This design comes from an exercise in tuning for small area on the open sky130 flow, not from production work.
At most, simulation tests tie the RTL to the original design; equivalence was not proved.
Only the layout flow was run in runs 2 to 4; the RTL was not checked for function there.
Power figures rest on the tool's default switching activity, not on a simulated workload.

==> design.v <==
module timerext_core #(
    parameter [31:0] BACKDATE = 32'd64
) (
    input  wire        clk,
    input  wire        rst,
    input  wire        tick,
    input  wire        cmd_valid,
    output wire        cmd_ready,
    input  wire [87:0] cmd,
    output reg         rsp_valid,
    output reg  [33:0] rsp,
    output reg         ev_valid,
    output wire [15:0] ev_word,
    output reg         ev2_valid,
    output wire [15:0] ev2_word,
    output reg         pin
);
    localparam [7:0] OP_ECINIT = 8'h10, OP_ECGET  = 8'h11, OP_ECSET  = 8'h12,
                     OP_ECEXT  = 8'h13, OP_ECEXTP = 8'h14, OP_ECMAX  = 8'h15,
                     OP_ECOVC  = 8'h16, OP_ECOVR  = 8'h17,
                     OP_DASCHO = 8'h20, OP_DASCH  = 8'h21, OP_DACAN  = 8'h22,
                     OP_DAST   = 8'h23, OP_DAAT   = 8'h24, OP_DAOT   = 8'h25,
                     OP_PSSCH  = 8'h30, OP_PSCAN  = 8'h31, OP_PSCANE = 8'h32,
                     OP_PSST   = 8'h33, OP_PSGS   = 8'h34, OP_PSGE   = 8'h35,
                     OP_PSCB   = 8'h36;
    localparam [1:0] ACT_NOTHING = 2'd0, ACT_TOGGLE = 2'd1, ACT_CLEAR = 2'd2, ACT_SET = 2'd3;
    localparam [1:0] DA_IDLE = 2'd0, DA_WAIT = 2'd1, DA_SCHED = 2'd2, DA_MISSED = 2'd3;
    localparam [2:0] PS_IDLE = 3'd0, PS_SSTART = 3'd1, PS_SEND = 3'd2,
                     PS_MSTART = 3'd3, PS_MEND = 3'd4;
    localparam [1:0] CB_NONE = 2'd0, CB_HOST = 2'd1, CB_PSSTART = 2'd2, CB_PSEND = 2'd3;
    localparam [3:0] ST_NONE = 4'd0,
                     ST_S1   = 4'd1,  ST_S2  = 4'd2,  ST_S3  = 4'd3,  ST_S4 = 4'd4,
                     ST_S5   = 4'd5,  ST_S6  = 4'd6,  ST_S7A = 4'd7,  ST_S7B = 4'd8,
                     ST_C1   = 4'd9,  ST_I1  = 4'd10;
    reg [15:0] cnt;
    reg        ovf;
    reg [15:0] cmp;
    reg        mf;
    reg [1:0]  oa;
    reg        ovie;
    reg        cmie;
    reg [15:0] acc_hi;       
    reg        ovfcb;
    reg [1:0]  da_state;
    reg [31:0] da_at;
    reg [31:0] da_ot;
    reg [1:0]  da_action;
    reg [1:0]  da_prev;
    reg [1:0]  da_cb;
    reg [7:0]  da_tag;
    reg [2:0]  ps_state;
    reg [31:0] ps_start;
    reg [31:0] ps_end;
    reg        ps_cben;
    reg        da_w;         
    reg        ps_w;         
    reg [3:0]  fg_pc;
    reg [3:0]  isr_pc;
    reg        fg_ps;        
    reg        fg_cb;
    reg [7:0]  fg_tag;
    reg [4:0]  fg_k;         
    reg        c0_r;         
    reg [4:0]  ev_lo;
    reg        ev2_mend;
    wire in_isr  = (isr_pc != ST_NONE);
    wire fg_busy = (fg_pc != ST_NONE);
    wire gie     = !(fg_busy && (fg_ps || fg_pc == ST_S7B || fg_pc == ST_C1));
    assign ev_word  = {(ev_lo[1:0] == 2'd2) ? da_tag : 8'd0, 3'd0, ev_lo};
    assign ev2_word = {11'd0, ev2_mend ? PS_MEND : PS_MSTART, 2'd3};
    wire [7:0]  c_op   = cmd[7:0];
    wire [1:0]  c_act  = cmd[9:8];
    wire        c_cb   = cmd[10];
    wire [4:0]  c_zero = cmd[15:11];
    wire [7:0]  c_tag  = cmd[23:16];
    wire [31:0] c_a    = cmd[55:24];
    wire [31:0] c_b    = cmd[87:56];
    wire z_act = (c_act == 2'd0);
    wire z_tag = (c_tag == 8'd0);
    wire z_ah  = (c_a[31:16] == 16'd0);
    wire z_a   = z_ah && (c_a[15:0] == 16'd0);
    wire z_b   = (c_b == 32'd0);
    reg c_legal;
    always @(*) begin
        case (c_op)
            OP_ECINIT, OP_PSCB:
                c_legal = z_act && z_tag && z_a && z_b;
            OP_ECGET, OP_ECMAX, OP_ECOVC, OP_ECOVR,
            OP_DACAN, OP_DAST, OP_DAAT, OP_DAOT,
            OP_PSCAN, OP_PSCANE, OP_PSST, OP_PSGS, OP_PSGE:
                c_legal = z_act && !c_cb && z_tag && z_a && z_b;
            OP_ECSET:
                c_legal = z_act && !c_cb && z_tag && z_b;
            OP_ECEXT, OP_ECEXTP:
                c_legal = z_act && !c_cb && z_tag && z_b && z_ah;
            OP_DASCHO:
                c_legal = 1'b1;
            OP_DASCH:
                c_legal = z_b;
            OP_PSSCH:
                c_legal = z_act && !c_cb && z_tag;
            default:
                c_legal = 1'b0;
        endcase
        if (c_zero != 5'd0)
            c_legal = 1'b0;
    end
    wire ovf_pend = ovf && ovie;
    wire cmp_pend = mf && cmie;
    wire irq_ok   = !in_isr && gie && (ovf_pend || cmp_pend);
    wire idle     = !in_isr && !fg_busy;
    assign cmd_ready = idle && !irq_ok;
    wire       fg_step = !in_isr && !irq_ok && fg_busy;
    wire [3:0] step_w  = in_isr ? isr_pc : fg_step ? fg_pc : ST_NONE;
    wire       at_s1   = fg_step && (fg_pc == ST_S1);
    wire       at_s4   = (step_w == ST_S4);
    function [16:0] add16(input [15:0] a, input [15:0] b, input ci);
        integer i;
        reg c;
        begin
            c = ci;
            for (i = 0; i < 16; i = i + 1) begin
                add16[i] = a[i] ^ b[i] ^ c;
                c = (a[i] & b[i]) | (c & (a[i] ^ b[i]));
            end
            add16[16] = c;
        end
    endfunction
    function ge16(input [15:0] a, input [15:0] b, input ci);
        integer i;
        reg c;
        begin
            c = ci;
            for (i = 0; i < 16; i = i + 1)
                c = (a[i] & !b[i]) | (a[i] & c) | (!b[i] & c);
            ge16 = c;
        end
    endfunction
    function lt16(input [15:0] a, input [15:0] b);
        lt16 = !ge16(a, b, 1'b1);
    endfunction
    function eqp1(input [15:0] a, input [15:0] b);
        integer i;
        reg [15:0] t;
        reg ok;
        begin
            t  = a ^ b;
            ok = t[0];
            for (i = 0; i < 15; i = i + 1)
                ok = ok & (t[i] | !t[i+1]) & (!t[i] | (b[i] == t[i+1]));
            eqp1 = ok;
        end
    endfunction
    function [15:0] inc16(input [15:0] a);
        integer i;
        reg c;
        begin
            c = 1'b1;
            for (i = 0; i < 16; i = i + 1) begin
                inc16[i] = a[i] ^ c;
                c = a[i] & c;
            end
        end
    endfunction
    function [15:0] dec16(input [15:0] a);
        integer i;
        reg c;
        begin
            c = 1'b1;
            for (i = 0; i < 16; i = i + 1) begin
                dec16[i] = a[i] ^ c;
                c = !a[i] & c;
            end
        end
    endfunction
    wire [15:0] s4_cmp = dec16(da_ot[15:0]);
    wire [15:0] cnt_m1 = dec16(cnt);
    wire [15:0] acc_p1 = inc16(acc_hi);
    wire [15:0] acc_m1 = dec16(acc_hi);
    wire        corr   = ovf && !cnt[15];
    wire [15:0] nh     = corr ? acc_p1 : acc_hi;
    wire [31:0] ec_now = {nh, cnt};
    wire        op_ext  = (c_op == OP_ECEXT);
    wire        op_extp = (c_op == OP_ECEXTP);
    wire        ext_c   = ge16(c_a[15:0], cnt, op_ext);
    wire b_lo     = lt16(da_at[15:0], cnt);
    wire at_eq_nh = (da_at[31:16] == nh);
    wire promo_ok = (b_lo ? eqp1(da_at[31:16], nh) : at_eq_nh) && (da_at[15:0] != cnt_m1);
    wire c_at_lt_now = lt16(da_at[31:16], nh) || (at_eq_nh && b_lo);
    wire [15:0] cp_hi = at_s4 ? da_at[31:16] : nh;
    wire [15:0] cp_lo = at_s4 ? da_at[15:0]  : cnt;
    wire c_p_lt_ot   = lt16(cp_hi, da_ot[31:16]) ||
                       ((cp_hi == da_ot[31:16]) && lt16(cp_lo, da_ot[15:0]));
    wire c_now_lt_ot = c_p_lt_ot;
    wire past_now = c0_r ? (c_now_lt_ot && c_at_lt_now) : (c_now_lt_ot || c_at_lt_now);
    wire [31:0] o_new;
    wire        o_c;
    wire s_p1 = at_s1 ? (corr && o_c) :
                (idle && op_ext)  ? !ext_c :
                (idle && op_extp) ? 1'b0 : corr;
    wire s_m1 = at_s1 ? (!corr && !o_c) : (idle && op_extp && ext_c);
    wire [15:0] hi_sel = s_p1 ? acc_p1 : s_m1 ? acc_m1 : acc_hi;
    generate
        if (BACKDATE[31:16] == 16'd0 && BACKDATE[4:0] == 5'd0) begin : g_org
            wire [16:0] o_lo = add16(cnt, ~(BACKDATE[15:0] | {11'd0, fg_k}), 1'b1);
            assign o_c   = o_lo[16];
            assign o_new = {hi_sel, o_lo[15:0]};
        end else begin : g_org
            assign o_c   = 1'b1;
            assign o_new = ec_now - BACKDATE - {27'd0, fg_k};
        end
    endgenerate
    wire op_cancel = (c_op == OP_DACAN) ||
                     (c_op == OP_PSCAN && ps_state == PS_SSTART) ||
                     (c_op == OP_PSCANE && ps_state == PS_SEND);
    wire at_c0s = cmd_ready && cmd_valid && c_legal && op_cancel && (da_state == DA_SCHED);
    wire [15:0] cmp_new = at_s4 ? s4_cmp :
                          (step_w == ST_S7A) ? da_at[15:0] :
                          at_c0s ? cnt_m1 : cmp;
    wire wr_match = (cmp_new == cnt);
    reg [15:0] n_cnt;
    reg        n_ovf;
    reg [15:0] n_cmp;
    reg        n_mf;
    reg [1:0]  n_oa;
    reg        n_pin;
    reg        n_ovie;
    reg        n_cmie;
    reg [15:0] n_acc_hi;
    reg        n_ovfcb;
    reg [1:0]  n_da_state;
    reg [31:0] n_da_at;
    reg [31:0] n_da_ot;
    reg [1:0]  n_da_action;
    reg [1:0]  n_da_prev;
    reg [1:0]  n_da_cb;
    reg [7:0]  n_da_tag;
    reg [2:0]  n_ps_state;
    reg [31:0] n_ps_start;
    reg [31:0] n_ps_end;
    reg        n_ps_cben;
    reg        n_da_w;
    reg        n_ps_w;
    reg [3:0]  n_fg_pc;
    reg [3:0]  n_isr_pc;
    reg        n_fg_ps;
    reg        n_fg_cb;
    reg [7:0]  n_fg_tag;
    reg [4:0]  n_fg_k;
    reg        n_rsp_valid;
    wire [33:0] n_rsp;
    reg        n_ev_valid;
    reg [4:0]  n_ev_lo;
    reg        n_ev2_valid;
    reg        n_ev2_mend;
    reg [3:0]  step;
    reg        sch_ok;
    reg [4:0]  ev_new;
    reg        ev_emit;
    reg [2:0]  ps_new;
    reg        ps_emit;
    reg [15:0] tick_cnt;
    function pin_action(input [1:0] act, input cur);
        case (act)
            ACT_TOGGLE: pin_action = !cur;
            ACT_CLEAR:  pin_action = 1'b0;
            ACT_SET:    pin_action = 1'b1;
            default:    pin_action = cur;
        endcase
    endfunction
    always @(*) begin
        n_cnt = cnt;         n_ovf = ovf;           n_cmp = cmp_new;         n_mf = mf;
        n_oa = oa;           n_pin = pin;           n_ovie = ovie;       n_cmie = cmie;
        n_acc_hi = acc_hi;   n_ovfcb = ovfcb;
        n_da_state = da_state;   n_da_at = da_at;       n_da_ot = da_ot;
        n_da_action = da_action; n_da_prev = da_prev;   n_da_cb = da_cb;   n_da_tag = da_tag;
        n_ps_state = ps_state;   n_ps_start = ps_start; n_ps_end = ps_end; n_ps_cben = ps_cben;
        n_da_w = da_w;       n_ps_w = ps_w;
        n_fg_pc = fg_pc;     n_isr_pc = isr_pc;     n_fg_ps = fg_ps;
        n_fg_cb = fg_cb;     n_fg_tag = fg_tag;     n_fg_k = fg_k + {4'd0, tick};
        n_rsp_valid = 1'b0;
        n_ev_valid = 1'b0;   n_ev_lo = ev_lo;
        n_ev2_valid = 1'b0;  n_ev2_mend = in_isr;
        step = ST_NONE;
        sch_ok = 1'b0;
        ev_new = 5'd0;
        ev_emit = 1'b0;
        ps_new = PS_IDLE;
        ps_emit = 1'b0;
        tick_cnt = 16'd0;
        if (!fg_busy) begin
            n_fg_cb  = c_cb;
            n_fg_tag = c_tag;
            n_fg_k   = {4'd0, tick};
        end
        if (in_isr) begin
            step = step_w;
        end else if (irq_ok) begin
            if (ovf_pend) begin
                n_ovf = 1'b0;
                n_acc_hi = acc_p1;
                if (ovfcb) begin
                    ev_new  = 5'd1;
                    ev_emit = 1'b1;
                end
            end else begin
                n_mf = 1'b0;
                n_isr_pc = ST_I1;
            end
        end else if (fg_busy) begin
            step = step_w;
        end else if (cmd_valid) begin
            n_rsp_valid = 1'b1;
            if (c_legal) begin
                case (c_op)
                    OP_ECINIT: begin
                        n_ovie  = 1'b1;
                        n_ovfcb = c_cb;
                    end
                    OP_ECGET: ;
                    OP_ECSET: begin
                        n_cnt = c_a[15:0];
                        n_acc_hi = c_a[31:16];
                        n_ovf = 1'b0;
                    end
                    OP_ECEXT, OP_ECEXTP: ;
                    OP_ECMAX: ;
                    OP_ECOVC: ;
                    OP_ECOVR:  n_acc_hi = 16'd0;
                    OP_DASCHO, OP_DASCH, OP_PSSCH: begin
                        n_rsp_valid = 1'b0;
                        n_fg_ps = (c_op == OP_PSSCH);
                        if (c_op == OP_DASCHO) begin
                            if (da_state == DA_WAIT || da_state == DA_SCHED)
                                n_cmie = 1'b0;
                            n_fg_pc = ST_S2;
                        end else begin
                            n_fg_pc = ST_S1;
                        end
                        if (c_op != OP_DASCH)
                            n_da_ot = c_b;
                    end
                    OP_DACAN, OP_PSCAN, OP_PSCANE: begin
                        n_fg_ps = (c_op != OP_DACAN);
                        if (c_op == OP_PSCAN && ps_state != PS_SSTART ||
                            c_op == OP_PSCANE && ps_state != PS_SEND) begin
                        end else begin
                            if (da_state == DA_WAIT) begin
                                n_cmie = 1'b0;
                                n_oa = da_prev;
                                n_da_state = DA_IDLE;
                                sch_ok = 1'b1;
                                if (c_op != OP_DACAN) begin
                                    ps_new = PS_IDLE;
                                    ps_emit = 1'b1;
                                end
                            end else if (da_state == DA_SCHED) begin
                                n_fg_pc = ST_C1;
                                n_rsp_valid = 1'b0;
                            end
                        end
                    end
                    OP_DAST: ;
                    OP_DAAT: ;
                    OP_DAOT: ;
                    OP_PSST: ;
                    OP_PSGS: ;
                    OP_PSGE: ;
                    OP_PSCB:  n_ps_cben = c_cb;
                    default: ;
                endcase
            end
        end
        case (step)
            ST_I1: begin
                n_isr_pc = ST_NONE;
                if (da_state == DA_IDLE || da_state == DA_MISSED) begin
                    n_cmie = 1'b0;
                end else if (past_now) begin
                    n_cmie = 1'b0;
                    n_da_state = (da_state == DA_SCHED) ? DA_IDLE : DA_MISSED;
                    case (da_cb)
                        CB_HOST: begin
                            ev_new  = {1'b0, n_da_state, 2'd2};
                            ev_emit = 1'b1;
                        end
                        CB_PSSTART: begin
                            if (n_da_state == DA_IDLE) begin
                                n_isr_pc = ST_S2;
                            end else begin
                                ps_new  = PS_MSTART;
                                ps_emit = 1'b1;
                            end
                        end
                        CB_PSEND: begin
                            ps_new  = (n_da_state == DA_IDLE) ? PS_IDLE : PS_MEND;
                            ps_emit = 1'b1;
                        end
                        default: ;
                    endcase
                end else if (promo_ok) begin
                    n_oa = da_action;
                    n_da_state = DA_SCHED;
                end
            end
            ST_S1: begin
                if (da_state == DA_WAIT || da_state == DA_SCHED)
                    n_cmie = 1'b0;
                n_da_ot = o_new;
                if (fg_ps) begin
                    n_da_at = rsp[33:2];
                end
                n_fg_pc = ST_S2;
            end
            ST_S2: begin
                n_da_prev = oa;
                if (in_isr) n_isr_pc = ST_S3; else n_fg_pc = ST_S3;
            end
            ST_S3: begin
                n_da_state = DA_WAIT;
                n_da_w = 1'b1;
                if (in_isr) begin
                    n_da_action = ACT_CLEAR;
                    n_da_at     = ps_end;
                    n_da_ot     = ps_start;
                    n_da_cb     = CB_PSEND;
                    n_da_tag    = 8'd0;
                    n_isr_pc    = ST_S4;
                end else begin
                    if (fg_ps) begin
                        n_da_action = ACT_SET;
                        n_da_cb     = CB_PSSTART;
                    end else begin
                        n_da_at     = rsp[33:2];
                        n_da_action = rsp[1:0];
                        n_da_cb     = fg_cb ? CB_HOST : CB_NONE;
                    end
                    n_da_tag    = fg_tag;
                    n_fg_pc     = ST_S4;
                end
            end
            ST_S4: begin
                if (wr_match)
                    n_pin = pin_action(oa, pin);
                n_mf = 1'b0;
                if (in_isr) n_isr_pc = ST_S5; else n_fg_pc = ST_S5;
            end
            ST_S5: begin
                n_cmie = 1'b1;
                if (in_isr) n_isr_pc = ST_S6; else n_fg_pc = ST_S6;
            end
            ST_S6: begin
                if (promo_ok) begin
                    n_oa = da_action;
                    n_da_state = DA_SCHED;
                end
                if (in_isr) n_isr_pc = ST_S7A; else n_fg_pc = ST_S7A;
            end
            ST_S7A: begin
                if (wr_match) begin
                    n_mf  = 1'b1;
                    n_pin = pin_action(oa, pin);
                end
                if (in_isr) n_isr_pc = ST_S7B; else n_fg_pc = ST_S7B;
            end
            ST_S7B: begin
                if (past_now && !mf) begin
                    n_oa = da_prev;
                    n_cmie = 1'b0;
                    n_da_state = DA_MISSED;
                    case (da_cb)
                        CB_HOST: begin
                            ev_new  = {1'b0, DA_MISSED, 2'd2};
                            ev_emit = 1'b1;
                        end
                        CB_PSSTART: begin
                            ps_new  = PS_MSTART;
                            ps_emit = 1'b1;
                        end
                        CB_PSEND: begin
                            ps_new  = PS_MEND;
                            ps_emit = 1'b1;
                        end
                        default: ;
                    endcase
                    sch_ok = 1'b0;
                end else begin
                    sch_ok = 1'b1;
                end
                if (in_isr) begin
                    if (ps_emit && ps_cben) begin
                        ev_new  = {ps_new, 2'd3};
                        ev_emit = 1'b1;
                    end
                    ps_new  = sch_ok ? PS_SEND : PS_MEND;
                    ps_emit = 1'b1;
                    n_isr_pc = ST_NONE;
                end else begin
                    if (fg_ps) begin
                        if (ps_emit && ps_cben) begin
                            ev_new  = {ps_new, 2'd3};
                            ev_emit = 1'b1;
                        end
                        if (sch_ok) begin
                            n_ps_start = da_at;
                            n_ps_end   = rsp[33:2];
                            n_ps_w     = 1'b1;
                        end
                        ps_new  = sch_ok ? PS_SSTART : PS_MSTART;
                        ps_emit = 1'b1;
                    end
                    n_rsp_valid = 1'b1;
                    n_fg_pc = ST_NONE;
                end
            end
            ST_C1: begin
                n_cmie = 1'b0;
                n_oa = da_prev;
                if (!mf)
                    n_da_state = DA_IDLE;
                sch_ok = !mf;
                if (fg_ps && sch_ok) begin
                    ps_new  = PS_IDLE;
                    ps_emit = 1'b1;
                end
                n_rsp_valid = 1'b1;
                n_fg_pc = ST_NONE;
            end
            default: ;
        endcase
        if (ev_emit) begin
            n_ev_valid = 1'b1;
            n_ev_lo    = ev_new;
        end
        if (ps_emit) begin
            n_ps_state = ps_new;
            if (ps_cben) begin
                if (n_ev_valid) begin
                    n_ev2_valid = 1'b1;
                end else begin
                    n_ev_valid = 1'b1;
                    n_ev_lo    = {ps_new, 2'd3};
                end
            end
        end
        if (tick) begin
            tick_cnt = inc16(n_cnt);
            n_cnt = tick_cnt;
            if (tick_cnt == 16'd0)
                n_ovf = 1'b1;
            if (tick_cnt == n_cmp) begin
                n_mf  = 1'b1;
                n_pin = pin_action(n_oa, n_pin);
            end
        end
    end
    wire op_sch   = (c_op == OP_DASCHO) || (c_op == OP_DASCH) || (c_op == OP_PSSCH);
    wire t_legal  = idle && c_legal;
    wire g_get    = t_legal && (c_op == OP_ECGET);
    wire g_ext    = t_legal && (op_ext || op_extp);
    wire g_ovc    = t_legal && (c_op == OP_ECOVC);
    wire g_max    = t_legal && (c_op == OP_ECMAX);
    wire g_at     = t_legal && (c_op == OP_DAAT) && da_w;
    wire g_ps     = t_legal && (c_op == OP_PSGS) && ps_w;
    wire g_pe     = t_legal && (c_op == OP_PSGE) && ps_w;
    wire g_sch    = t_legal && op_sch;
    wire g_dast   = t_legal && (c_op == OP_DAST);
    wire g_psst   = t_legal && (c_op == OP_PSST);
    wire swap     = fg_step && (fg_pc == ST_S1) && fg_ps;
    wire g_ot     = (t_legal && (c_op == OP_DAOT) && da_w) || swap;
    wire g_res    = idle || (fg_step && (fg_pc == ST_S7B || fg_pc == ST_C1));
    wire rsp_en   = g_res || swap;
    wire [31:0] rsp_v =
        ({32{g_get || g_ext}} & {hi_sel, 16'd0}) |
        ({32{g_get}}  & {16'd0, cnt}) |
        ({32{g_ext}}  & {16'd0, c_a[15:0]}) |
        ({32{g_ovc}}  & {16'd0, acc_hi}) |
        ({32{g_max}}  & 32'h0000_FFFF) |
        ({32{g_at}}   & da_at) |
        ({32{g_ot}}   & da_ot) |
        ({32{g_ps}}   & ps_start) |
        ({32{g_pe}}   & ps_end) |
        ({32{g_sch}}  & c_a) |
        ({32{g_dast}} & {30'd0, da_state}) |
        ({32{g_psst}} & {29'd0, ps_state}) |
        {31'd0, g_res && sch_ok};
    wire [1:0] rsp_s = g_sch ? c_act : {1'b0, idle && !c_legal};
    assign n_rsp = rsp_en ? {rsp_v, rsp_s} : rsp;
    always @(posedge clk) begin
        if (rst) begin
            cnt <= 16'd0;  ovf <= 1'b0;  cmp <= 16'd0;  mf <= 1'b0;
            oa <= ACT_NOTHING;  pin <= 1'b0;  ovie <= 1'b0;  cmie <= 1'b0;
            acc_hi <= 16'd0;  ovfcb <= 1'b0;
            da_state <= DA_IDLE;  da_w <= 1'b0;
            ps_state <= PS_IDLE;  ps_w <= 1'b0;  ps_cben <= 1'b0;
            fg_pc <= ST_NONE;  isr_pc <= ST_NONE;
            rsp_valid <= 1'b0;  ev_valid <= 1'b0;  ev2_valid <= 1'b0;
        end else begin
            cnt <= n_cnt;  ovf <= n_ovf;  cmp <= n_cmp;  mf <= n_mf;
            oa <= n_oa;  pin <= n_pin;  ovie <= n_ovie;  cmie <= n_cmie;
            acc_hi <= n_acc_hi;  ovfcb <= n_ovfcb;
            da_state <= n_da_state;  da_w <= n_da_w;
            ps_state <= n_ps_state;  ps_w <= n_ps_w;
            ps_cben <= n_ps_cben;
            fg_pc <= n_fg_pc;  isr_pc <= n_isr_pc;
            rsp_valid <= n_rsp_valid;  ev_valid <= n_ev_valid;  ev2_valid <= n_ev2_valid;
        end
        da_at <= n_da_at;  da_ot <= n_da_ot;
        ps_start <= n_ps_start;  ps_end <= n_ps_end;
        da_action <= n_da_action;  da_prev <= n_da_prev;
        da_cb <= n_da_cb;  da_tag <= n_da_tag;
        fg_ps <= n_fg_ps;  fg_cb <= n_fg_cb;
        fg_tag <= n_fg_tag;  fg_k <= n_fg_k;
        if (at_s4)
            c0_r <= c_p_lt_ot;
        rsp <= n_rsp;  ev_lo <= n_ev_lo;  ev2_mend <= n_ev2_mend;
    end
endmodule
==> flow/run.sh <==
#!/bin/bash
# Layout flow: the standard flow (standard.sh) with two changes.
#  1. After the standard synthesis, ABC re-maps the combinational logic
#     between the registers for area (flow/resynth.ys.in, flow/area.abc). The
#     registers keep the standard synthesis's instances, names and cells.
#  2. Ports are buffered with sky130_fd_sc_hd__buf_1 (one buffer per port, as
#     the standard flow does, with a smaller cell).
# Each tool's output goes to a log file in this folder.
set -euo pipefail
W=$(pwd)
R=$W/orfs/results/$FLOW_PLATFORM/timerext_core/base
O=$W/orfs/objects/$FLOW_PLATFORM/timerext_core/base
LIB=$FLOW_HOME/platforms/$FLOW_PLATFORM/lib/sky130_fd_sc_hd__tt_025C_1v80.lib
YOSYS=$FLOW_HOME/../tools/install/yosys/bin/yosys
[[ -x $YOSYS ]] || YOSYS=yosys

bash standard.sh synth > standard_synth.log 2>&1
cp $R/1_2_yosys.v $W/1_2_yosys_standard.v
sed -e "s#@LIB@#$LIB#g" -e "s#@IN@#$W/1_2_yosys_standard.v#" -e "s#@OUT@#$R/1_2_yosys.v#" \
    -e "s#@TOP@#$FLOW_TOP#" -e "s#@ABC@#$W/flow/area.abc#" -e "s#@CONSTR@#$O/abc.constr#" \
    -e "s#@STAT@#$W/resynth_stat.txt#" flow/resynth.ys.in > resynth.ys
$YOSYS -s resynth.ys > resynth.log 2>&1
rm -f $R/1_synth.odb $R/1_synth.sdc
bash standard.sh BUFFER_PORTS_ARGS="-buffer_cell sky130_fd_sc_hd__buf_1" finish > standard_finish.log 2>&1
==> flow/area.abc <==
strash
&get -n
&st
&dch
&nf -a
&put
buffer -c
topo
stime -c
upsize -c
dnsize -c
==> flow/resynth.ys.in <==
# Re-map the combinational logic of the standard synthesis for area.
# Every register (and tie cell) stays the very instance the standard synthesis
# made: its cell is read as a black box, so ABC only sees the logic between them.
read_liberty -ignore_miss_func -ignore_miss_dir @LIB@
blackbox sky130_fd_sc_hd__*df* sky130_fd_sc_hd__*dl* sky130_fd_sc_hd__conb_1
read_verilog @IN@
hierarchy -top @TOP@
flatten
opt_clean -purge
abc -script @ABC@ -liberty @LIB@ -constr @CONSTR@ -dont_use sky130_fd_sc_hd__probe_p_8 -dont_use sky130_fd_sc_hd__probec_p_8 -dont_use sky130_fd_sc_hd__lpflow_bleeder_1 -dont_use sky130_fd_sc_hd__lpflow_clkbufkapwr_1 -dont_use sky130_fd_sc_hd__lpflow_clkbufkapwr_16 -dont_use sky130_fd_sc_hd__lpflow_clkbufkapwr_2 -dont_use sky130_fd_sc_hd__lpflow_clkbufkapwr_4 -dont_use sky130_fd_sc_hd__lpflow_clkbufkapwr_8 -dont_use sky130_fd_sc_hd__lpflow_clkinvkapwr_1 -dont_use sky130_fd_sc_hd__lpflow_clkinvkapwr_16 -dont_use sky130_fd_sc_hd__lpflow_clkinvkapwr_2 -dont_use sky130_fd_sc_hd__lpflow_clkinvkapwr_4 -dont_use sky130_fd_sc_hd__lpflow_clkinvkapwr_8 -dont_use sky130_fd_sc_hd__lpflow_decapkapwr_12 -dont_use sky130_fd_sc_hd__lpflow_decapkapwr_3 -dont_use sky130_fd_sc_hd__lpflow_decapkapwr_4 -dont_use sky130_fd_sc_hd__lpflow_decapkapwr_6 -dont_use sky130_fd_sc_hd__lpflow_decapkapwr_8 -dont_use sky130_fd_sc_hd__lpflow_inputiso0n_1 -dont_use sky130_fd_sc_hd__lpflow_inputiso0p_1 -dont_use sky130_fd_sc_hd__lpflow_inputiso1n_1 -dont_use sky130_fd_sc_hd__lpflow_inputiso1p_1 -dont_use sky130_fd_sc_hd__lpflow_inputisolatch_1 -dont_use sky130_fd_sc_hd__lpflow_isobufsrc_1 -dont_use sky130_fd_sc_hd__lpflow_isobufsrc_16 -dont_use sky130_fd_sc_hd__lpflow_isobufsrc_2 -dont_use sky130_fd_sc_hd__lpflow_isobufsrc_4 -dont_use sky130_fd_sc_hd__lpflow_isobufsrc_8 -dont_use sky130_fd_sc_hd__lpflow_isobufsrckapwr_16 -dont_use sky130_fd_sc_hd__lpflow_lsbuf_lh_hl_isowell_tap_1 -dont_use sky130_fd_sc_hd__lpflow_lsbuf_lh_hl_isowell_tap_2 -dont_use sky130_fd_sc_hd__lpflow_lsbuf_lh_hl_isowell_tap_4 -dont_use sky130_fd_sc_hd__lpflow_lsbuf_lh_isowell_4 -dont_use sky130_fd_sc_hd__lpflow_lsbuf_lh_isowell_tap_1 -dont_use sky130_fd_sc_hd__lpflow_lsbuf_lh_isowell_tap_2 -dont_use sky130_fd_sc_hd__lpflow_lsbuf_lh_isowell_tap_4 
opt_clean -purge
splitnets
opt_clean -purge
tee -o @STAT@ stat -liberty @LIB@
write_verilog -noattr -noexpr -nohex -nodec @OUT@
==> standard.sh <==
#!/bin/bash
# synth_recipe.tcl (not shown) runs the flow's synth.tcl, then flattens the netlist and writes it again
# the make line also repeats each setting of config.mk as NAME=value (left out here)
make -C /OpenROAD-flow-scripts/flow DESIGN_CONFIG=/design/flow/config.mk WORK_HOME=/design/flow/orfs CLKGATE_MAP_FILE= SYNTH_SCRIPT=/design/flow/synth_recipe.tcl "${@:-finish}"
==> config.mk <==
export PLATFORM = sky130hd
export DESIGN_NAME = timerext_core
export DESIGN_NICKNAME = timerext_core
export VERILOG_FILES = /design/flow/design.v
export SDC_FILE = /design/flow/constraint.sdc
export NUM_CORES = 4
export LEC_CHECK = 0
export ABC_AREA = 1
export CAP_MARGIN = 20
export CORE_MARGIN = 2
export CORE_UTILIZATION = 40
export CTS_BUF_LIST = sky130_fd_sc_hd__clkbuf_8
export CTS_CLUSTER_DIAMETER = 80
export CTS_CLUSTER_SIZE = 12
export PLACE_DENSITY = 0.6
export SLEW_MARGIN = 20
==> constraint.sdc <==
create_clock -name core_clock -period 12.0 [get_ports {clk}]
set_input_delay 2.4000 -clock core_clock [delete_from_list [all_inputs] [get_ports {clk}]]
set_output_delay 2.4000 -clock core_clock [all_outputs]
set_load 0.01 [all_outputs]
==> impl_metrics.ini, run 1 <==
[run_status]
outcome = timing/DRC/antenna clean

[floorplanning]
core.rowCount = 76
die_w_um = 212
die_h_um = 212
initial_utilization = 0.403
die-area_um2 = 44900
pin_count = 163
core_um2 = 42900

[worst_setup_path]
critical_path_class = primary input to flop
startpoint_type = primary input
slowest_delay_ns = 0.85
slowest_stage = nor4_1
ff2ff_setup_slack_ns = 4.32
critical_path_required_ns = 12.54
end_kind = flop
cp_data_arrival_time_ns = 9.16
rr_worst_depth = 25
crit_family = simple AND/OR/NAND/NOR gates
cp_cell_sequence = buf_1 > nor4_1 > nand4_1 > nor2_1 > a31oi_1 > o31ai_2 > nor2_1 > or4b_1 > buf_4 > mux2i_2 > nor4_4 > nand2b_2 > nor4_4 > and2b_1 > nor2b_4 > nand2b_4 > nor4_1 > nor2b_1 > xor2_1 > xor2_1 > or4_1 > or3_1 > a211oi_1
r2r_end = pin$_SDFF_PP0_
crit_buf_inv = 2
critPathMaxFanout = 15

[route]
vias_per_cell = 6.37
drt_wl_total_um = 70500
dr_total_vias = 17100
drtIter0Drc = 2107
ant_nets = 0
wl_per_cell_um = 26.2
firstDrtPassIters = 6
drc = 0

[timing]
fin_crit_ns = 8.62
setup_violations = 0
final-max-slew-violation-count = 0
fmax_ghz = 0.116
slew_headroom = 0.199
finalCritPeriodShare = 0.718
fin_setup_tns_ns = 0
hold_viol_final = 0
skew_ns = 0.0435
tightestPinTransition_ns = 1.20
rsz0062_at_grt = false

[clock_tree]
path_clk_slew_ns = 0.10
cts_sinks = 273
ctsResizeCount = 0
cts_hold_buf = 0
numCtsBuffers = 28
clockRootBuffer = clkbuf_8
tritoncts = built
clk_latency_ns = 0.65
cts_max_level = 1
post-cts-setup-buffers = 0
clock_path_buffers = 3

[final_layout]
area_growth_pct = 9.87
fillers = 4315
layout.nets = 2173
drive_gt1_frac = 0.0880
register_area_um2 = 7020
multiInputGateArea_um2 = 9710
antennaDiodeCount = 0
final_util = 0.443

[placement]
io_buffers = 146
hpwlAfterDp_um = 49800
gp_congestion = 0.953

[pwr]
p_per_area_nw_per_um2 = 177
power.total_mw = 3.37
p_leak_nw = 6.44
ir_worst_vdd_uv = 90.6

[grt]
antenna_found_initial = 1
grt_pass1_wl_um = 104000
grt_max_degree = 63
overflow = 0
grt_pass1_vias = 15900
track_usage = 0.309

[synth]
syn_area_per_cell_um2 = 8.76
syn_inst = 1975
ys_warn_count = 1
netlist_area_um2 = 17300

[hold_path]
hold_class = flop to flop
hold_path_depth = 0
worstHoldStart = oa[1]$_SDFF_PP0_
min_to = da_prev[1]$_DFFE_PP_

[run]
drv_cap = 0
==> metrics by stage <==
stage | cells | cell area (um^2) | setup WS [ns] | hold slack (ns)
6_report | 2688 | 19000 | 3.38 | 0.484
5_1_grt | 2688 | 19000 | 3.14 | 0.502
4_1_cts | 2688 | 19000 | 3.59 | 0.484
3_5_place_dp | 2636 | 18500 | 2.94 | 0.458
3_3_place_gp | 2635 | 18500 | 3.10 | 0.454
2_1_floorplan | 1989 | 17400 | 4.22 | 0.424
==> per-layer routing <==
metal  routed length, um  vias up  global-route usage
met3                6400      153              0.0449
met2               30200      990               0.466
met1               30700     8313               0.439
li1                    -     7666                   -
met4                3190        2               0.133
met5                  13        -                   0
==> area by class of cell <==
cell class | instances | share of cell area
inverter | 59 | 0.0117
multi-input combinational | 1537 | 0.511
timing repair buffer | 182 | 0.0435
tap | 585 | 0.0385
clock buffer | 28 | 0.0203
sequential | 273 | 0.369
clock inverter | 24 | 0.00573
==> placed cells by master (no fill, tap or decap), types with 8 or more instances in the layout <==
cell	n
mux2i_1	32
nor2_1	194
xor2_1	37
clkbuf_8	28
a211oi_1	23
dfxtp_1	118
a22oi_1	65
buf_4	35
and2_1	30
inv_1	67
a222oi_1	16
o22ai_1	45
or2_2	8
a31oi_1	30
nand2b_1	14
a21oi_1	138
o211ai_1	8
nor3_1	53
nor2_2	9
nand3_1	56
nand4_1	42
conb_1	16
nor4_1	30
buf_1	145
o21ai_1	19
a21o_1	9
a31o_2	12
nor2b_1	21
o21ai_0	111
edfxtp_1	155
a22o_1	24
xnor2_1	72
a221oi_1	13
a221o_1	15
mux2_2	37
nand2_1	175
or3_1	15
==> power breakdown <==
part           switching (mW)  internal, mW  leakage [nW]
sequential              0.242          1.29          2.44
clock                   0.369         0.222         0.315
combinational           0.795         0.447          3.69
==> registers in the layout, summed over array words and instances, names as in the netlist, 16 cells and up, named ones only <==
register  count
acc_hi       16
da_at        32
da_ot        32
ps_end       32
cmp          16
rsp          34
cnt          16
ps_start     32
==> worst max-delay path by stage <==
stage,start,end,slack [ns],cells past startpoint
final,cmd[60],pin$_SDFF_PP0_,3.38,23
after global placement,cmd[66],pin$_SDFF_PP0_,3.10,23
after floorplan,cmd[51],pin$_SDFF_PP0_,4.22,21
after CTS,cmd[61],pin$_SDFF_PP0_,3.59,23
after global routing,cmd[61],pin$_SDFF_PP0_,3.14,23
after detailed placement,cmd[60],pin$_SDFF_PP0_,2.94,23
==> run 2: changes to the inputs <==
--- a/design.v
+++ b/design.v
@@ -62,11 +62,12 @@
     reg [4:0]  fg_k;         
     reg        c0_r;         
-    reg [4:0]  ev_lo;
-    reg        ev2_mend;
+    reg [1:0]  ev_ty;        
     wire in_isr  = (isr_pc != ST_NONE);
     wire fg_busy = (fg_pc != ST_NONE);
     wire gie     = !(fg_busy && (fg_ps || fg_pc == ST_S7B || fg_pc == ST_C1));
-    assign ev_word  = {(ev_lo[1:0] == 2'd2) ? da_tag : 8'd0, 3'd0, ev_lo};
-    assign ev2_word = {11'd0, ev2_mend ? PS_MEND : PS_MSTART, 2'd3};
+    assign ev_word  = {(ev_ty == 2'd2) ? da_tag : 8'd0, 3'd0,
+                       (ev_ty == 2'd1) ? 3'd0 : (ev_ty == 2'd2) ? {1'b0, da_state} : ps_state,
+                       ev_ty};
+    assign ev2_word = {11'd0, ps_state, 2'd3};
     wire [7:0]  c_op   = cmd[7:0];
     wire [1:0]  c_act  = cmd[9:8];
@@ -251,7 +252,6 @@
     wire [33:0] n_rsp;
     reg        n_ev_valid;
-    reg [4:0]  n_ev_lo;
+    reg [1:0]  n_ev_ty;
     reg        n_ev2_valid;
-    reg        n_ev2_mend;
     reg [3:0]  step;
     reg        sch_ok;
@@ -280,6 +280,6 @@
         n_fg_cb = fg_cb;     n_fg_tag = fg_tag;     n_fg_k = fg_k + {4'd0, tick};
         n_rsp_valid = 1'b0;
-        n_ev_valid = 1'b0;   n_ev_lo = ev_lo;
-        n_ev2_valid = 1'b0;  n_ev2_mend = in_isr;
+        n_ev_valid = 1'b0;   n_ev_ty = ev_ty;
+        n_ev2_valid = 1'b0;
         step = ST_NONE;
         sch_ok = 1'b0;
@@ -531,5 +531,5 @@
         if (ev_emit) begin
             n_ev_valid = 1'b1;
-            n_ev_lo    = ev_new;
+            n_ev_ty    = ev_new[1:0];
         end
         if (ps_emit) begin
@@ -540,5 +540,5 @@
                 end else begin
                     n_ev_valid = 1'b1;
-                    n_ev_lo    = {ps_new, 2'd3};
+                    n_ev_ty    = 2'd3;
                 end
             end
@@ -589,5 +589,5 @@
     always @(posedge clk) begin
         if (rst) begin
-            cnt <= 16'd0;  ovf <= 1'b0;  cmp <= 16'd0;  mf <= 1'b0;
+            cnt <= 16'd0;  ovf <= 1'b0;
             oa <= ACT_NOTHING;  pin <= 1'b0;  ovie <= 1'b0;  cmie <= 1'b0;
             acc_hi <= 16'd0;  ovfcb <= 1'b0;
@@ -597,5 +597,5 @@
             rsp_valid <= 1'b0;  ev_valid <= 1'b0;  ev2_valid <= 1'b0;
         end else begin
-            cnt <= n_cnt;  ovf <= n_ovf;  cmp <= n_cmp;  mf <= n_mf;
+            cnt <= n_cnt;  ovf <= n_ovf;
             oa <= n_oa;  pin <= n_pin;  ovie <= n_ovie;  cmie <= n_cmie;
             acc_hi <= n_acc_hi;  ovfcb <= n_ovfcb;
@@ -606,4 +606,5 @@
             rsp_valid <= n_rsp_valid;  ev_valid <= n_ev_valid;  ev2_valid <= n_ev2_valid;
         end
+        cmp <= n_cmp;  mf <= n_mf;
         da_at <= n_da_at;  da_ot <= n_da_ot;
         ps_start <= n_ps_start;  ps_end <= n_ps_end;
@@ -614,5 +615,5 @@
         if (at_s4)
             c0_r <= c_p_lt_ot;
-        rsp <= n_rsp;  ev_lo <= n_ev_lo;  ev2_mend <= n_ev2_mend;
+        rsp <= n_rsp;  ev_ty <= n_ev_ty;
     end
 endmodule
==> flow/area.abc (replaced) <==
strash
ifraig
dc2
drw
drf
dc2
&get -n
&st
&dch -f
&nf -a
&put
buffer -c
topo
stime -c
upsize -c
dnsize -c
==> run 2 against run 1 <==
Compared with the run above:
- core utilization increased by 0.13 points
- maximum frequency increased by 1.3%
- worst hold slack lost 0.013 ns
- cell area is 1.9% lower
- sequential share of layout area rose by 0.28 points
- still clean on timing, DRC and antenna
- total power is essentially flat
==> impl_metrics.ini, run 2 <==
[pwr]
ir_worst_vdd_uv = 110
power.total_mw = 3.37
p_leak_nw = 6.44
p_per_area_nw_per_um2 = 181

[clock_tree]
numCtsBuffers = 28
tritoncts = built
cts_hold_buf = 0
clock_path_buffers = 3
clockRootBuffer = clkbuf_8
post-cts-setup-buffers = 0
ctsResizeCount = 0
cts_sinks = 269
cts_max_level = 1
clk_latency_ns = 0.64
path_clk_slew_ns = 0.10

[grt]
overflow = 0
grt_pass1_vias = 15700
grt_max_degree = 66
grt_pass1_wl_um = 101000
track_usage = 0.301
antenna_found_initial = 1

[worst_setup_path]
end_kind = flop
startpoint_type = primary input
slowest_delay_ns = 0.84
critical_path_required_ns = 12.53
critical_path_class = primary input to flop
cp_cell_sequence = buf_1 > nor4_1 > nand4_1 > nor3_1 > nand3_1 > o32a_1 > o21a_1 > nor3_2 > nand2b_1 > nor3b_4 > nor2_1 > o221ai_1 > o21ai_1 > xor2_1 > a221oi_1 > o221a_2 > nand4_1 > or3_1 > a221o_1 > nor4b_4 > o311a_1 > a31o_1 > o21ai_2
slowest_stage = nor3b_4
critPathMaxFanout = 18
crit_family = simple AND/OR/NAND/NOR gates
cp_data_arrival_time_ns = 9.03
crit_buf_inv = 1
cp_common_cell = nand4_1

[timing]
finalCritPeriodShare = 0.709
slew_headroom = 0.220
fmax_ghz = 0.118
final-max-slew-violation-count = 0
rsz0062_at_grt = false
setup_violations = 0
setup_ws_ns = 3.49
tightestPinTransition_ns = 1.17
skew_ns = 0.0240
hold_viol_final = 0
fin_setup_tns_ns = 0
fin_crit_ns = 8.51

[run]
drv_cap = 0

[final_layout]
layout_commonest_cell = nor2_1
largest-register = rsp
drive_gt1_frac = 0.0684
mostFrequentLayoutCells = nor2_1 (305), nand2_1 (192), edfxtp_1 (155), buf_1 (145), dfxtp_1 (114)
largest_reg_flops = 34
area_growth_pct = 9.70
layout.nets = 2191
fillers = 4130

[route]
ant_nets = 0
firstDrtPassIters = 6
drc = 0
wl_per_cell_um = 25.8
vias_per_cell = 6.46
drtIter0Drc = 2300
drt_wl_total_um = 68700
dr_total_vias = 17200

[floorplanning]
initial_utilization = 0.405
core.rowCount = 75
pin_count = 163
die_h_um = 210
core_um2 = 41900
die_w_um = 210
die-area_um2 = 44200

[synth]
syn_inst = 1994
syn_area_per_cell_um2 = 8.52
ys_warn_count = 1
netlist_area_um2 = 17000

[placement]
gp_congestion = 0.961
hpwlAfterDp_um = 48900
place_ws_ns = 2.94
io_buffers = 146

[run_status]
outcome = timing/DRC/antenna clean

[hold_path]
hold_class = flop to flop
[run 2: cell types whose count changed in the layout (fill, tap and decap cells not counted), sizes merged, moves of 10 or more]
cell / delta
nand2b: +10
xnor2: +11
nand4: -17
a221o: -10
nor2: +102
a221oi: +13
nor3: -23
mux2: -31
nand2: +19
mux2i: -16
a21oi: -25
[run 2: where the power goes]
group / switching [mW] / internal, mW
clock network: 0.361 / 0.228
logic: 0.841 / 0.431
registers: 0.235 / 1.27
[run 2: cell type report]
cell class	instances	area [um^2]	area share
clock buffers	29	399	0.0214
multi-input cells	1563	9520	0.510
flip-flops and latches	269	6940	0.372
diodes	1	2.50	0.000134
well taps	539	674	0.0362
repair buffers	178	790	0.0423
clock inverters	23	104	0.00557
inverters	59	221	0.0119
[run 2: through the flow]
| step | instance area (um^2) | hold slack (ns) | util | instances |
|---|---|---|---|---|
| 2_1_floorplan | 17000 | 0.422 | - | 2008 |
| 3_3_place_gp | 18100 | 0.457 | 0.432 | 2608 |
| 3_5_place_dp | 18100 | 0.462 | 0.432 | 2608 |
| 4_1_cts | 18600 | 0.457 | 0.444 | 2660 |
| 5_1_grt | 18600 | 0.477 | 0.444 | 2661 |
| 6_report | 18600 | 0.471 | 0.444 | 2661 |
[run 2: final timing paths]
kind / from / to / slack (ns) / depth (start not counted)
worst max-delay path: cmd[24] / pin$_SDFF_PP0_ / 3.49 / 23
worst min-delay path: cmie$_SDFF_PP0_ / cmie$_SDFF_PP0_ / 0.47 / 2
worst max register to register: flop / ps_end[27]$_DFFE_PP_ / 4.16 / 23
worst min register to register: cmie$_SDFF_PP0_ / cmie$_SDFF_PP0_ / 0.47 / 2
[run 2: metal layers]
metal / global-route usage / wire [um] / vias up
met1: 0.423 / 29100 / 8314
li1: - / - / 7641
met4: 0.116 / 2780 / 0
met3: 0.0411 / 6620 / 165
met2: 0.470 / 30200 / 1057
met5: 0 / 0 / -
[run 2: worst min-delay path: cells and delay by family, from the launching register on]
| family | cells | cell delay (ns) |
|---|---|---|
| simple gates | 1 | 0.06 |
| compound gates | 1 | 0.05 |
| flops | 1 | 0.32 |
==> run 3: changes to the inputs <==
==> flow/area.abc (replaced) <==
strash
ifraig
dc2
drw
drf
dc2
&get -n
&st
&dch -f
&nf -a
&put
topo
dnsize -c
==> run 3 against run 2 <==
Compared with the run above:
- non-clock buffer count rose by 5
- first-iteration DRC count shrank 5.9%
- critical endpoint unchanged
- still clean on timing, DRC and antenna
- sequential share of layout area increased by 0.46 points
- maximum frequency decreased by 16%
- worst hold slack improved by 0.0085 ns
- setup slack got worse by 1.6 ns
- via count down 0.91%
- combinational power barely moved
- core utilization is 1.7 points higher
- synthesized cell count decreased by 5.9%
==> impl_metrics.ini, run 3 <==
[grt]
grt_util_met1 = 0.437
grt_pass1_wl_um = 100000
grtUsageMet3 = 0.0591
antenna_found_initial = 0
use_met2 = 0.492
grt_max_degree = 66
grt_pass1_vias = 15800
track_usage = 0.317
grt-busiest-layer = met2
overflow = 0

[pwr]
power.total_mw = 3.33
comb_power_share = 0.382
power_frac_seq = 0.445
intPower_mw = 1.90
p_per_area_nw_per_um2 = 181
clockPowerShare = 0.173
p_sw_mw = 1.43
p_sw_frac = 0.430
ir_worst_vdd_uv = 115
p_leak_nw = 6.20

[final_layout]
mostFrequentLayoutCells = nor2_1 (303), nand2_1 (195), edfxtp_1 (155), buf_1 (145), o21ai_0 (124)
area_growth_pct = 13.3
antennaDiodeCount = 0
final_util = 0.461
layout_commonest_cell = nor2_1
largest-register = rsp
drive_gt1_frac = 0.0405
layout.nets = 2195
design_area_um2 = 18400
largest_reg_flops = 34

[route]
vias_per_cell = 6.43
drt_wl_total_um = 68200
dr_total_vias = 17000
drtIter0Drc = 2165
ant_nets = 0
drc = 0
firstDrtPassIters = 6
wl_per_cell_um = 25.8

[timing]
tightestPinTransition_ns = 1.16
fmax_ghz = 0.0989
hold_viol_final = 0
fin_setup_tns_ns = 0
final-max-slew-violation-count = 0
fin_crit_ns = 10.11
finalCritPeriodShare = 0.842
rsz0062_at_grt = false
slew_headroom = 0.216
fin_hold_ws_ns = 0.480
skew_ns = 0.0479
setup_violations = 0

[clock_tree]
path_clk_slew_ns = 0.10
clock_path_buffers = 3
clockRootBuffer = clkbuf_8
post-cts-setup-buffers = 0
cts_hold_buf = 0
ctsResizeCount = 0
tritoncts = built
clk_latency_ns = 0.66
cts_sinks = 269
cts_max_level = 1
numCtsBuffers = 27

[worst_setup_path]
critical_path_class = primary input to flop
r2r_end = ps_end[3]$_DFFE_PP_
r2r_start = isr_pc[0]$_SDFF_PP0_
slowest_stage = nor4b_1
startpoint_type = primary input
startpoint = cmd[0]
slowest_delay_ns = 0.86
rr_worst_depth = 22
end_kind = flop
cp_data_arrival_time_ns = 10.67
critical_path_required_ns = 12.56
crit_family = simple AND/OR/NAND/NOR gates
critPathMaxFanout = 27
ff2ff_setup_slack_ns = 3.36
crit_buf_inv = 3
cp_cell_sequence = buf_1 > nor4b_1 > a22oi_1 > nand4b_1 > a211oi_1 > o32a_1 > o21a_1 > or4_1 > buf_4 > mux2i_1 > nor4_1 > nand4_1 > nor4_1 > nand2_1 > nor3_1 > clkinv_1 > nand2_1 > nor2_1 > or3_1 > a221o_1 > nor4b_1 > o221ai_1 > a31o_1 > o21ai_0

[synth]
ys_warn_count = 1
syn_area_per_cell_um2 = 8.66
syn_inst = 1877
netlist_area_um2 = 16300

[floorplanning]
core_um2 = 39900
die_h_um = 206
die_w_um = 206
core.rowCount = 73
pin_count = 163
initial_utilization = 0.407
die-area_um2 = 42300

[run_status]
outcome = timing/DRC/antenna clean

[run]
drv_cap = 0

[placement]
placed_cell_area_um2 = 17900
gp_congestion = 0.951
hpwlAfterDp_um = 48100
io_buffers = 146

[hold_path]
hold_class = flop to flop
hold_path_depth = 0
min_to = da_prev[0]$_DFFE_PP_
worstHoldStart = oa[0]$_SDFF_PP0_
-- run 3: changes by cell type in the layout (fill, tap and decap cells not counted), sizes merged, moves of 2 or more --
cell,change
clkinv,+52
and4bb,-2
nor4bb,+2
clkbuf,-2
buf,+5
inv,-52
-- run 3: how the worst max path moves through the flow --
stage                                     end  slack (ns)  cells past startpoint
final                          pin$_SDFF_PP0_        1.89                     24
after global routing           pin$_SDFF_PP0_        1.37                     24
after CTS                      pin$_SDFF_PP0_        2.11                     24
after detailed placement       pin$_SDFF_PP0_        1.51                     24
after global placement         pin$_SDFF_PP0_        1.61                     24
after floorplan           ps_end[0]$_DFFE_PP_        0.59                     20
-- run 3: worst reg2reg max path, stage by stage, from the launching register on --
cell	delay, ns
dfxtp_1	0.38
or4_1	0.81
nor3_1	0.43
o21ai_4	0.20
a31oi_1	0.64
nand4_1	0.22
clkinv_1	0.42
buf_4	0.47
mux2i_1	0.18
o32a_1	0.18
a22oi_1	0.28
o21ai_0	0.15
a22oi_1	0.22
o31a_1	0.20
a2bb2oi_1	0.17
o21ai_0	0.15
a222oi_1	0.42
o21a_1	0.22
o21ai_0	0.26
a31oi_1	0.76
o21ai_0	0.48
nor2_4	0.17
buf_4	0.76
-- run 3: layout make-up --
class / count / area (um^2)
well taps: 525 / 657
multi-input cells: 1563 / 9260
repair buffers: 183 / 875
flip-flops and latches: 269 / 6940
fillers: 3945 / 21500
clock buffers: 27 / 372
clock inverters: 23 / 100
inverters: 59 / 221
-- run 3: stage by stage --
stage          instances  setup WS [ns]
3_3_place_gp        2595           1.61
4_1_cts             2646           2.11
5_1_grt             2649           1.37
6_report            2649           1.89
2_1_floorplan       1891          0.588
3_5_place_dp        2596           1.51
-- run 3: layer usage --
layer / part of all wire / wire length (um)
met5: 0 / 0
met1: 0.42 / 28500
met3: 0.099 / 6750
met4: 0.041 / 2800
met2: 0.44 / 30200
-- run 3: power by group through the flow --
| stage | clock (mW) | combinational [mW] | sequential, mW |
|---|---|---|---|
| final | 0.577 | 1.27 | 1.48 |
| after global routing | 0.619 | 1.38 | 1.51 |
| after CTS | 0.583 | 1.25 | 1.48 |
| after detailed placement | 0 | 1.24 | 1.50 |
| after global placement | 0 | 1.23 | 1.49 |
| after floorplan | 0 | 0.787 | 1.45 |
==> run 4: changes to the inputs <==
--- a/design.v
+++ b/design.v
@@ -175,6 +175,7 @@
         end
     endfunction
-    wire [15:0] s4_cmp = dec16(da_ot[15:0]);
-    wire [15:0] cnt_m1 = dec16(cnt);
+    wire [15:0] dec_out = dec16(at_s4 ? da_ot[15:0] : cnt);
+    wire [15:0] s4_cmp  = dec_out;
+    wire [15:0] cnt_m1  = dec_out;
     wire [15:0] acc_p1 = inc16(acc_hi);
     wire [15:0] acc_m1 = dec16(acc_hi);
--- a/flow/run.sh
+++ b/flow/run.sh
@@ -6,4 +6,6 @@
 #  2. Ports are buffered with sky130_fd_sc_hd__buf_1 (one buffer per port, as
 #     the standard flow does, with a smaller cell).
+#  3. Clock tree synthesis with sky130_fd_sc_hd__clkbuf_8 buffers on clusters of
+#     at most 12 registers, and no dummy loads.
 # Each tool's output goes to a log file in this folder.
 set -euo pipefail
@@ -22,3 +24,5 @@
 $YOSYS -s resynth.ys > resynth.log 2>&1
 rm -f $R/1_synth.odb $R/1_synth.sdc
-bash standard.sh BUFFER_PORTS_ARGS="-buffer_cell sky130_fd_sc_hd__buf_1" finish > standard_finish.log 2>&1
+bash standard.sh BUFFER_PORTS_ARGS="-buffer_cell sky130_fd_sc_hd__buf_1" \
+    CTS_ARGS="-sink_clustering_enable -repair_clock_nets -dont_use_dummy_load -buf_list sky130_fd_sc_hd__clkbuf_8 -sink_clustering_size 12 -sink_clustering_max_diameter 80" \
+    finish > standard_finish.log 2>&1
==> flow/area.abc (replaced) <==
strash
ifraig
dc2
drw
drf
dc2
&get -n
&st
&dch -f
&nf -a
&put
buffer -c
topo
stime -c
upsize -c
dnsize -c
==> run 4 against run 3 <==
Compared with the run above:
- still clean on timing, DRC and antenna
- via count down 3.8%
- count of clock-buffer cells in the layout is 1 higher
- non-clock buffer count shrank 9
- core utilization fell by 2.3 points
- clock skew up 0.041 ns
- clock power decreased by 4.5%
- synthesized cell count increased by 0.80%
- first-iteration DRC count fell by 18%
- setup slack better by 1.3 ns
- critical endpoint unchanged
- largest power group unchanged
- highest routed layer is now met5
==> impl_metrics.ini, run 4 <==
[synth]
syn_inst = 1892
ys_warn_count = 1
syn_area_per_cell_um2 = 8.86
netlist_area_um2 = 16800

[timing]
tightestPinTransition_ns = 1.19
setup_ws_ns = 3.22
skew_ns = 0.0893
fin_setup_tns_ns = 0
fmax_ghz = 0.114
finalCritPeriodShare = 0.732
slew_headroom = 0.206
fin_crit_ns = 8.78
final-max-slew-violation-count = 0
hold_viol_final = 0
setup_violations = 0
fin_hold_ws_ns = 0.470
rsz0062_at_grt = false

[clock_tree]
ctsResizeCount = 0
numCtsBuffers = 28
cts_hold_buf = 0
clock_path_buffers = 3
cts_sinks = 269
clk_latency_ns = 0.68
cts_max_level = 1
post-cts-setup-buffers = 0
path_clk_slew_ns = 0.09
clockRootBuffer = clkbuf_8
tritoncts = built

[final_layout]
layout.nets = 2090
drive_gt1_frac = 0.0787
largest-register = rsp
mostFrequentLayoutCells = nand2_1 (208), nor2_1 (165), edfxtp_1 (155), buf_1 (145), o21ai_0 (136)
layout_commonest_cell = nand2_1
area_growth_pct = 8.87
largest_reg_flops = 34
layout.cells.non_filler = 2535
final_util = 0.438
antennaDiodeCount = 0

[worst_setup_path]
cp_data_arrival_time_ns = 9.30
startpoint = cmd[1]
slowest_delay_ns = 0.70
critical_path_required_ns = 12.52
end_kind = flop
critPathMaxFanout = 25
crit_buf_inv = 1
critical_path_class = primary input to flop
cp_common_cell = nand2_1
startpoint_type = primary input
crit_family = simple AND/OR/NAND/NOR gates
slowest_stage = or4b_2
r2r_start = isr_pc[2]$_SDFF_PP0_

[route]
vias_per_cell = 6.46
wl_per_cell_um = 26.6
dr_total_vias = 16400
firstDrtPassIters = 7
drc = 0
drtIter0Drc = 1775
ant_nets = 0
drt_wl_total_um = 67500

[placement]
io_buffers = 146
placed_cells = 2507
place_ws_ns = 2.68
gp_congestion = 0.927
hpwlAfterDp_um = 48300

[floorplanning]
core.rowCount = 75
pin_count = 163
initial_utilization = 0.402
core_um2 = 41700
die-area_um2 = 43600
die_w_um = 209
die_h_um = 209

[grt]
grt_pass1_vias = 15100
grt_util_met1 = 0.420
track_usage = 0.300
use_met2 = 0.467
grt-busiest-layer = met2
grt_max_degree = 54
antenna_found_initial = 1
overflow = 0
grt_pass1_wl_um = 99400
grtUsageMet3 = 0.0487

[pwr]
power_frac_seq = 0.450
ir_worst_vdd_uv = 106
intPower_mw = 1.93
comb_power_share = 0.382
clockPowerShare = 0.167
p_leak_nw = 6.29
p_sw_mw = 1.37
p_per_area_nw_per_um2 = 180
p_sw_frac = 0.415

[hold_path]
worstHoldStart = rsp[22]$_DFFE_PP_
hold_class = flop to flop

[run]
drv_cap = 0

[run_status]
outcome = timing/DRC/antenna clean
## run 4: metal layers
layer | up-vias | wire, um
met5 | - | 7
li1 | 7308 | -
met1 | 8052 | 29100
met2 | 869 | 29700
met4 | 2 | 2560
met3 | 146 | 6170
## run 4: final cells by class
cell class	count	area, um^2
Inverter	58	219
Fill cell	4200	23400
Multi-Input combinational cell	1467	9280
Timing Repair Buffer	174	759
Tap cell	539	674
Clock buffer	28	385
Sequential cell	269	6940
## run 4: worst paths after layout
path	endpoint	slack, ns	depth (start not counted)
worst min register to register	ps_end[20]$_DFFE_PP_	0.47	0
worst max-delay path	pin$_SDFF_PP0_	3.22	25
worst min-delay path	ps_end[20]$_DFFE_PP_	0.47	0
worst max register to register	ps_end[3]$_DFFE_PP_	3.24	24
## run 4: power groups by stage
stage               registers [mW]  clock network, mW  logic, mW
floorplan                     1.44                  0      0.840
global placement              1.49                  0       1.23
detailed placement            1.49                  0       1.23
CTS                           1.48              0.558       1.23
global route                  1.51              0.585       1.35
finish                        1.48              0.551       1.26
## run 4: stage by stage
step           power, mW  instance area, um^2
6_report            3.29                18300
5_1_grt             3.45                18300
4_1_cts             3.27                18300
3_5_place_dp        2.73                17900
3_3_place_gp        2.71                17900
2_1_floorplan       2.28                16800
==> run 5: changes to the inputs <==
--- a/design.v
+++ b/design.v
@@ -217,7 +217,10 @@
                      (c_op == OP_PSCANE && ps_state == PS_SEND);
     wire at_c0s = cmd_ready && cmd_valid && c_legal && op_cancel && (da_state == DA_SCHED);
-    wire [15:0] cmp_new = at_s4 ? s4_cmp :
-                          (step_w == ST_S7A) ? da_at[15:0] :
-                          at_c0s ? cnt_m1 : cmp;
+    wire at_s7a   = (step_w == ST_S7A);
+    wire cmp_hold = !(at_s4 || at_s7a || at_c0s);
+    wire [15:0] cmp_new = ({16{at_s4}}    & s4_cmp) |
+                          ({16{at_s7a}}   & da_at[15:0]) |
+                          ({16{at_c0s}}   & cnt_m1) |
+                          ({16{cmp_hold}} & cmp);
     wire wr_match = (cmp_new == cnt);
     reg [15:0] n_cnt;
@@ -232,6 +235,6 @@
     reg        n_ovfcb;
     reg [1:0]  n_da_state;
-    reg [31:0] n_da_at;
-    reg [31:0] n_da_ot;
+    wire [31:0] n_da_at;
+    wire [31:0] n_da_ot;
     reg [1:0]  n_da_action;
     reg [1:0]  n_da_prev;
@@ -274,5 +277,5 @@
         n_oa = oa;           n_pin = pin;           n_ovie = ovie;       n_cmie = cmie;
         n_acc_hi = acc_hi;   n_ovfcb = ovfcb;
-        n_da_state = da_state;   n_da_at = da_at;       n_da_ot = da_ot;
+        n_da_state = da_state;
         n_da_action = da_action; n_da_prev = da_prev;   n_da_cb = da_cb;   n_da_tag = da_tag;
         n_ps_state = ps_state;   n_ps_start = ps_start; n_ps_end = ps_end; n_ps_cben = ps_cben;
@@ -339,6 +342,4 @@
                             n_fg_pc = ST_S1;
                         end
-                        if (c_op != OP_DASCH)
-                            n_da_ot = c_b;
                     end
                     OP_DACAN, OP_PSCAN, OP_PSCANE: begin
@@ -408,8 +409,4 @@
                 if (da_state == DA_WAIT || da_state == DA_SCHED)
                     n_cmie = 1'b0;
-                n_da_ot = o_new;
-                if (fg_ps) begin
-                    n_da_at = rsp[33:2];
-                end
                 n_fg_pc = ST_S2;
             end
@@ -423,6 +420,4 @@
                 if (in_isr) begin
                     n_da_action = ACT_CLEAR;
-                    n_da_at     = ps_end;
-                    n_da_ot     = ps_start;
                     n_da_cb     = CB_PSEND;
                     n_da_tag    = 8'd0;
@@ -433,5 +428,4 @@
                         n_da_cb     = CB_PSSTART;
                     end else begin
-                        n_da_at     = rsp[33:2];
                         n_da_action = rsp[1:0];
                         n_da_cb     = fg_cb ? CB_HOST : CB_NONE;
@@ -587,5 +581,19 @@
         {31'd0, g_res && sch_ok};
     wire [1:0] rsp_s = g_sch ? c_act : {1'b0, idle && !c_legal};
-    assign n_rsp = rsp_en ? {rsp_v, rsp_s} : rsp;
+    wire   rsp_hold = (in_isr || fg_busy) && !(fg_step && (fg_pc == ST_S7B || fg_pc == ST_C1)) && !swap;
+    assign n_rsp = ({34{rsp_en}} & {rsp_v, rsp_s}) | ({34{rsp_hold}} & rsp);
+    wire isr_s3   = in_isr && (isr_pc == ST_S3);
+    wire fg_s3    = fg_step && (fg_pc == ST_S3);
+    wire at_rsp   = (at_s1 && fg_ps) || (fg_s3 && !fg_ps);
+    wire at_hold  = !(at_rsp || isr_s3);
+    wire ot_cb    = cmd_ready && cmd_valid && c_legal && (c_op == OP_DASCHO || c_op == OP_PSSCH);
+    wire ot_hold  = !(ot_cb || at_s1 || isr_s3);
+    assign n_da_at = ({32{at_rsp}}  & rsp[33:2]) |
+                     ({32{isr_s3}}  & ps_end) |
+                     ({32{at_hold}} & da_at);
+    assign n_da_ot = ({32{ot_cb}}   & c_b) |
+                     ({32{at_s1}}   & o_new) |
+                     ({32{isr_s3}}  & ps_start) |
+                     ({32{ot_hold}} & da_ot);
     always @(posedge clk) begin
         if (rst) begin
==> flow/area.abc (replaced) <==
strash
ifraig
dc2
drw
drf
dc2
&get -n
&st
&dch -f
&nf -a
&put
topo
dnsize -c
--- a/config.mk
+++ b/config.mk
@@ -7,5 +7,5 @@
 export LEC_CHECK = 0
 export ABC_AREA = 1
-export CAP_MARGIN = 20
+export CAP_MARGIN = 5
 export CORE_MARGIN = 2
 export CORE_UTILIZATION = 40
@@ -14,3 +14,3 @@
 export CTS_CLUSTER_SIZE = 12
 export PLACE_DENSITY = 0.6
-export SLEW_MARGIN = 20
+export SLEW_MARGIN = 5
==> run 5 against run 4 <==
Compared with the run above:
- still clean on timing, DRC and antenna
- non-clock buffer count is 6 higher
- worst hold slack worse by 0.0047 ns
- count of clock-buffer cells in the layout is 2 lower
- cell area is 4.6% lower
- critical path depth is 1 lower
- critical path type unchanged
- highest routed layer is now met4
==> impl_metrics.ini, run 5 <==
[timing]
fin_crit_ns = 9.35
fmax_ghz = 0.107
skew_ns = 0.0618
setup_violations = 0
rsz0062_at_grt = false
finalCritPeriodShare = 0.779
tightestPinTransition_ns = 1.30
final-max-slew-violation-count = 0
fin_hold_ws_ns = 0.465
fin_setup_tns_ns = 0
slew_headroom = 0.133
hold_viol_final = 0

[clock_tree]
tritoncts = built
clockRootBuffer = clkbuf_8
post-cts-setup-buffers = 0
numCtsBuffers = 26
ctsResizeCount = 0
cts_sinks = 269
cts_hold_buf = 0
cts_max_level = 1
path_clk_slew_ns = 0.09
clk_latency_ns = 0.64
clock_path_buffers = 3

[worst_setup_path]
critical_path_required_ns = 12.50
end_kind = flop
startpoint = cmd[52]
startpoint_type = primary input
r2r_start = isr_pc[2]$_SDFF_PP0_
cp_data_arrival_time_ns = 9.85
critPathMaxFanout = 9
critical_path_class = primary input to flop

[final_layout]
fillers = 3754
multiInputGateArea_um2 = 8800
layout.cells.non_filler = 2472
register_area_um2 = 6620
layout.nets = 2054
design_area_um2 = 17400
mostFrequentLayoutCells = nand2_1 (305), nor2_1 (147), dfxtp_1 (146), buf_1 (145), edfxtp_1 (123)
area_growth_pct = 12.9
drive_gt1_frac = 0.0403
layout_commonest_cell = nand2_1

[route]
drtIter0Drc = 2124
drc = 0
drt_wl_total_um = 61900
vias_per_cell = 6.41
top_layer = met4
wl_per_cell_um = 25.0
ant_nets = 0
wl_met3_um = 6360
route.met2.wl_um = 26200
dr_total_vias = 15800
wl_met1_um = 27100
firstDrtPassIters = 9

[hold_path]
hold_class = flop to flop
worstHoldStart = ps_start[9]$_DFFE_PP_

[synth]
syn_inst = 1740
ys_warn_count = 1
syn_area_per_cell_um2 = 8.87
netlist_area_um2 = 15400

[placement]
placed_cells = 2445
hpwlAfterDp_um = 44300
placed_cell_area_um2 = 17100
io_buffers = 146
gp_congestion = 0.947

[pwr]
p_sw_mw = 1.54
clockPowerShare = 0.147
p_sw_frac = 0.436
power_frac_seq = 0.431
p_per_area_nw_per_um2 = 204
intPower_mw = 2.00
p_leak_nw = 6.22
ir_worst_vdd_uv = 108
comb_power_share = 0.422

[grt]
overflow = 0
antenna_found_initial = 1
grt_max_degree = 63
grt_pass1_wl_um = 92600
grt_pass1_vias = 14700
track_usage = 0.298

[floorplanning]
die_w_um = 200
die_h_um = 200
initial_utilization = 0.408
core_um2 = 37800
core.rowCount = 71
pin_count = 163
die-area_um2 = 40200

[run]
drv_cap = 0

[run_status]
outcome = timing/DRC/antenna clean
[run 5: critical path, cell delays in order]
cell and delay, ns:
buf_1 0.21, or4_1 0.51, nor3_1 0.40, nand3_1 0.31
nor3_1 0.26, o311ai_0 0.16, a31o_1 0.22, a211oi_1 0.35
nand4_1 0.48, mux2i_1 0.35, nor4_1 0.65, nand2_1 0.21
or2_0 0.33, or4_1 0.61, nor3_1 0.37, nand2_1 0.17
nor3_1 0.36, nand2_1 0.16, xor2_1 0.21, xnor2_1 0.15
nor4_1 0.43, nand2b_1 0.09, o21bai_1 0.16, a221oi_1 0.28
[run 5: final timing paths]
kind,to,slack [ns],depth (start not counted)
setup / recovery,pin$_SDFF_PP0_,2.65,24
hold / removal,da_ot[9]$_DFF_P_,0.47,2
setup reg to reg,pin$_SDFF_PP0_,3.95,24
hold reg to reg,da_ot[9]$_DFF_P_,0.47,2
[run 5: power groups by stage]
| stage | Sequential [mW] | Combinational (mW) | Clock, mW |
|---|---|---|---|
| 6_report | 1.53 | 1.50 | 0.519 |
| 5_1_grt | 1.56 | 1.62 | 0.553 |
| 4_1_cts | 1.52 | 1.47 | 0.524 |
| 3_5_place_dp | 1.54 | 1.46 | 0 |
| 3_3_place_gp | 1.53 | 1.44 | 0 |
| 2_1_floorplan | 1.48 | 0.987 | 0 |
[run 5: metal layers]
| metal | vias to the layer above | GRT usage |
|---|---|---|
| met1 | 7614 | 0.428 |
| met5 | - | 0 |
| met2 | 922 | 0.451 |
| met4 | 0 | 0.112 |
| met3 | 133 | 0.0486 |
| li1 | 7169 | - |
[run 5: cell type report]
cell class | instances | area share
diodes | 1 | 0.000144
clock buffers | 26 | 0.0206
inverters | 48 | 0.0103
multi-input cells | 1437 | 0.506
flip-flops and latches | 269 | 0.380
well taps | 511 | 0.0367
repair buffers | 180 | 0.0466
[run 5: per-stage QoR]
| stage | power, mW | setup slack [ns] | utilization |
|---|---|---|---|
| floorplan | 2.46 | 0.664 | - |
| global placement | 2.98 | 2.35 | 0.450 |
| detailed placement | 3.00 | 2.14 | 0.451 |
| CTS | 3.51 | 2.72 | 0.460 |
| global route | 3.74 | 1.98 | 0.460 |
| finish | 3.54 | 2.65 | 0.460 |

Re-timed with assumed drivers on the ports (clkbuf_16 on the clock, buf_2 on other inputs), run 5 has 2.671 ns of setup slack against 2.647 ns with ideal ports, and 2.008 ns once port delays also move by the mid clock arrival of 0.663 ns.
